This design comes from an exercise in tuning for small area on the open sky130 flow, not from production work. In this exercise RTL edits were held to simulation tests only and were not proved equivalent to the original. Power is estimated from default activity; no workload was simulated.

==> inputs of 10-26 <==
## psc_bridge
module psc_bridge(clk, rst, idle, cmd_valid, cmd_data, cmd_last, cmd_ready, tick, out_valid, out_data, out_last, out_ready, led, mode, millis, rand_data, rand_req, bus_sel_n, bus_req, bus_tx, bus_done
, bus_rx, bus_ack);
export LEC_CHECK = 0
export ABC_AREA = 1
export CAP_MARGIN = 20
export CORE_MARGIN = 2
export CORE_UTILIZATION = 40
export CTS_BUF_LIST = sky130_fd_sc_hd__clkbuf_8
export SLEW_MARGIN = 20
create_clock -name core_clock -period 10.0 [get_ports {clk}]
standard.sh (not shown) runs the stock make flow with config.mk's settings and CLKGATE_MAP_FILE= SYNTH_SCRIPT=/design/flow/synth_recipe.tcl, a recipe that flattens the netlist after the stock synthesis.
==> flow/flow/run.sh <==
#!/bin/bash
# Layout flow: the standard flow (standard.sh: the standard synthesis
# and the ORFS steps, unchanged) with these settings changed:
#  - the buffers ORFS puts on every input and output port are the smallest
#    buffer cell (buf_1), not the cell buffer_ports picks by default;
#  - clock tree synthesis uses clkbuf_8 and inserts no dummy loads (its
#    other arguments are ORFS's defaults);
#  - before the placement repair, gates with positive slack are downsized
#    (flow/recover.tcl, run through ORFS's PRE_RESIZE_TCL hook).
# The whole output of the flow goes to standard.log in this folder; ORFS's
# per-step logs stay under orfs/logs/.
export BUFFER_PORTS_ARGS="-buffer_cell sky130_fd_sc_hd__buf_1"
export CTS_ARGS="-sink_clustering_enable -repair_clock_nets -buf_list sky130_fd_sc_hd__clkbuf_8 -dont_use_dummy_load"
export PRE_RESIZE_TCL="$PWD/flow/recover.tcl"
bash standard.sh > standard.log 2>&1
==> flow/flow/recover.tcl <==
# Before the placement repair: downsize gates with positive slack (power
# recovery also recovers area); repair_design, which runs next, then fixes
# any slew or capacitance the smaller gates leave.
estimate_parasitics -placement
repair_timing -recover_power 100 -verbose
==> 10-04 (differences from 10-26) <==
==> flow/flow/run.sh (replaced) <==
#!/bin/bash
# Layout flow: the standard flow (standard.sh: the standard synthesis
# and the ORFS steps, unchanged) with these settings changed:
#  - at the end of the floorplan step, OpenROAD's restructure re-maps the
#    combinational logic for area (flow/restructure.tcl, run through ORFS's
#    POST_FLOORPLAN_TCL hook); the registers are not touched;
#  - the buffers ORFS puts on every input and output port are the smallest
#    buffer cell (buf_1), not the cell buffer_ports picks by default;
#  - before the placement repair, combinational gates above drive strength
#    1 get drive strength 1 (flow/downsize.tcl, run through ORFS's
#    PRE_RESIZE_TCL hook); the repairs that follow size up what needs it;
#  - clock tree synthesis uses clkbuf_8 and inserts no dummy loads (its
#    other arguments are ORFS's defaults).
# The whole output of the flow goes to standard.log in this folder; ORFS's
# per-step logs stay under orfs/logs/.
export POST_FLOORPLAN_TCL="$PWD/flow/restructure.tcl"
export BUFFER_PORTS_ARGS="-buffer_cell sky130_fd_sc_hd__buf_1"
export PRE_RESIZE_TCL="$PWD/flow/downsize.tcl"
export CTS_ARGS="-sink_clustering_enable -repair_clock_nets -buf_list sky130_fd_sc_hd__clkbuf_8 -dont_use_dummy_load"
bash standard.sh > standard.log 2>&1
==> flow/flow/downsize.tcl (new file) <==
# Runs before the placement repair (ORFS's PRE_RESIZE_TCL hook). Synthesis
# (ABC's upsize step) leaves some gates at a higher drive strength than the
# design needs at its clock period; this gives every combinational gate that
# has a drive-1 variant of the same function that variant. repair_design,
# which runs next in this step, and the timing repairs of the later steps
# size gates up again wherever slew, capacitance or timing needs it.
set dont_use $::env(DONT_USE_CELLS)
set n 0
foreach inst [get_cells *] {
  set master [get_property $inst ref_name]
  if {![regexp {^(sky130_fd_sc_hd__[a-z0-9]+)_([0-9]+)$} $master -> base drive]} { continue }
  if {$drive <= 1} { continue }
  # registers, latches, clock cells, tie and physical cells keep their size
  if {[regexp {__(df|edf|sdf|dl|clk|tap|fill|decap|conb|diode)} $master]} { continue }
  set target ${base}_1
  if {[lsearch -exact $dont_use $target] >= 0} { continue }
  set lc [get_lib_cells -quiet */$target]
  if {[llength $lc] == 0} { continue }
  replace_cell $inst [lindex $lc 0]
  incr n
}
puts "downsize.tcl: $n gates set to drive strength 1"
==> flow/flow/restructure.tcl (new file) <==
# Runs at the end of the floorplan step (ORFS's POST_FLOORPLAN_TCL hook):
# OpenROAD's restructure re-maps the combinational logic for area with ABC
# (registers are not touched), keeping the cells ORFS marks don't-use out.
set_dont_use $::env(DONT_USE_CELLS)
set tielo_cell [lindex $::env(TIELO_CELL_AND_PORT) 0]
set tiehi_cell [lindex $::env(TIEHI_CELL_AND_PORT) 0]
set tielo_lib [get_name [get_property [lindex [get_lib_cell $tielo_cell] 0] library]]
set tiehi_lib [get_name [get_property [lindex [get_lib_cell $tiehi_cell] 0] library]]
set tielo_port $tielo_lib/$tielo_cell/[lindex $::env(TIELO_CELL_AND_PORT) 1]
set tiehi_port $tiehi_lib/$tiehi_cell/[lindex $::env(TIEHI_CELL_AND_PORT) 1]
set lib [lindex $::env(LIB_FILES) 0]
puts "restructure.tcl: area before [sta::format_area [rsz::design_area] 0]"
restructure -target area -liberty_file $lib -tielo_port $tielo_port -tiehi_port $tiehi_port \
  -work_dir $::env(OBJECTS_DIR) -abc_logfile $::env(LOG_DIR)/2_1_restructure_abc.log
puts "restructure.tcl: area after [sta::format_area [rsz::design_area] 0]"
removed: flow/flow/recover.tcl
==> 08-25 (differences from 10-26) <==
==> flow/flow/run.sh (replaced) <==
#!/bin/bash
# Layout flow: the standard flow (standard.sh: the standard synthesis
# and the ORFS steps, unchanged) with these settings changed:
#  - at the end of the floorplan step, OpenROAD's restructure re-maps the
#    combinational logic for area (flow/restructure.tcl, run through ORFS's
#    POST_FLOORPLAN_TCL hook); the registers are not touched;
#  - the buffers ORFS puts on every input and output port are the smallest
#    buffer cell (buf_1), not the cell buffer_ports picks by default;
#  - before the placement repair, combinational gates above drive strength
#    1 get drive strength 1 (flow/downsize.tcl, run through ORFS's
#    PRE_RESIZE_TCL hook); the repairs that follow size up what needs it;
#  - clock tree synthesis uses clkbuf_8 and inserts no dummy loads (its
#    other arguments are ORFS's defaults).
# The whole output of the flow goes to standard.log in this folder; ORFS's
# per-step logs stay under orfs/logs/.
export POST_FLOORPLAN_TCL="$PWD/flow/restructure.tcl"
export BUFFER_PORTS_ARGS="-buffer_cell sky130_fd_sc_hd__buf_1"
export PRE_RESIZE_TCL="$PWD/flow/downsize.tcl"
export CTS_ARGS="-sink_clustering_enable -repair_clock_nets -buf_list sky130_fd_sc_hd__clkbuf_8 -dont_use_dummy_load"
bash standard.sh > standard.log 2>&1
==> flow/flow/downsize.tcl (new file) <==
# Runs before the placement repair (ORFS's PRE_RESIZE_TCL hook). Synthesis
# (ABC's upsize step) leaves some gates at a higher drive strength than the
# design needs at its clock period; this gives every combinational gate that
# has a drive-1 variant of the same function that variant. repair_design,
# which runs next in this step, and the timing repairs of the later steps
# size gates up again wherever slew, capacitance or timing needs it.
set dont_use $::env(DONT_USE_CELLS)
set n 0
foreach inst [get_cells *] {
  set master [get_property $inst ref_name]
  if {![regexp {^(sky130_fd_sc_hd__[a-z0-9]+)_([0-9]+)$} $master -> base drive]} { continue }
  if {$drive <= 1} { continue }
  # registers, latches, clock cells, tie and physical cells keep their size
  if {[regexp {__(df|edf|sdf|dl|clk|tap|fill|decap|conb|diode)} $master]} { continue }
  set target ${base}_1
  if {[lsearch -exact $dont_use $target] >= 0} { continue }
  set lc [get_lib_cells -quiet */$target]
  if {[llength $lc] == 0} { continue }
  replace_cell $inst [lindex $lc 0]
  incr n
}
puts "downsize.tcl: $n gates set to drive strength 1"
==> flow/flow/restructure.tcl (new file) <==
# Runs at the end of the floorplan step (ORFS's POST_FLOORPLAN_TCL hook):
# OpenROAD's restructure re-maps the combinational logic for area with ABC
# (registers are not touched), keeping the cells ORFS marks don't-use out.
set_dont_use $::env(DONT_USE_CELLS)
set tielo_cell [lindex $::env(TIELO_CELL_AND_PORT) 0]
set tiehi_cell [lindex $::env(TIEHI_CELL_AND_PORT) 0]
set tielo_lib [get_name [get_property [lindex [get_lib_cell $tielo_cell] 0] library]]
set tiehi_lib [get_name [get_property [lindex [get_lib_cell $tiehi_cell] 0] library]]
set tielo_port $tielo_lib/$tielo_cell/[lindex $::env(TIELO_CELL_AND_PORT) 1]
set tiehi_port $tiehi_lib/$tiehi_cell/[lindex $::env(TIEHI_CELL_AND_PORT) 1]
set lib [lindex $::env(LIB_FILES) 0]
puts "restructure.tcl: area before [sta::format_area [rsz::design_area] 0]"
restructure -target area -liberty_file $lib -tielo_port $tielo_port -tiehi_port $tiehi_port \
  -work_dir $::env(OBJECTS_DIR) -abc_logfile $::env(LOG_DIR)/2_1_restructure_abc.log
puts "restructure.tcl: area after [sta::format_area [rsz::design_area] 0]"
CORE_UTILIZATION = 55   (was 40)
PLACE_DENSITY = 0.68   (was default)
removed: flow/flow/recover.tcl
==> notes.md <==
| metric | 08-25 | 10-04 | 10-26 |
|---|---|---|---|
| Status | no timing/DRC/antenna violations | no timing/DRC/antenna violations | no timing/DRC/antenna violations |
| GRT Resource Usage Total | 0.3546 | 0.2619 | 0.2785 |
| Final critical-path share of the clock period | 0.8214 | 0.7883 | 0.5909 |
| Amount of wire on met2 after detailed routing | 9594 µm | 10110 µm | 10070 µm |
| Startpoint of the worst setup timing path | s1[2] | s1[1] | s1[2] |
| Power Total | 0.7762 mW | 0.7778 mW | 0.7934 mW |
| # nets final | 884 | 888 | 1074 |
| VDD IR max | 123.9 µV | 109.0 µV | 115.4 µV |
| Tapcell Cnt | 147 | 220 | 220 |
| Fraction of area in multi-input gates | 0.4390 | 0.4330 | 0.4708 |
| Share of power burned in registers | 0.640 | 0.639 | 0.633 |
| Number of stages on the worst setup path | 18 | 20 | 16 |
| Overall die area | 13210 µm² | 17980 µm² | 17980 µm² |
| Switching power as a share of total power | 0.2456 | 0.2466 | 0.2543 |
| P_int | 0.5856 mW | 0.5860 mW | 0.5916 mW |
| WHS | 0.3155 ns | 0.3333 ns | 0.3113 ns |
| Crit path max-delay cell type | clkinv_1 | buf_1 | edfxtp_1 |
| First-pass detailed-route iteration total | 7 | 9 | 6 |
| Comb_multi_in | 503 | 503 | 662 |
| Post-route met1 wirelength | 8978 µm | 10010 µm | 11200 µm |

==> separate check: timing with driven ports <==
Ports are ideal in the flow. The routed layouts listed here were re-timed in OpenROAD.
Step 1 sets driving cells, clkbuf_16 on the clock port and buf_2 on the other inputs (assumed; they add their load-dependent delay and slew).
Step 2 times the ports against the registers' clock, not the clock port: input delays grow and output delays shrink by t, the midpoint of the rising clock arrivals with the driver on.
Three values: ideal ports, drivers, drivers and shift; two values: the first two.
run	t (ns)	setup WS [ns]	worst register clock-pin slew, ns	pins driven straight from the clock port
10-26	0.398	4.091 / 4.053 / 4.451	0.11 / 0.11	1
10-04	0.383	2.117 / 2.085 / 2.467	0.11 / 0.11	1
08-25	0.385	1.786 / 1.754 / 2.140	0.11 / 0.11	1
After both steps every run listed still meets setup and hold.
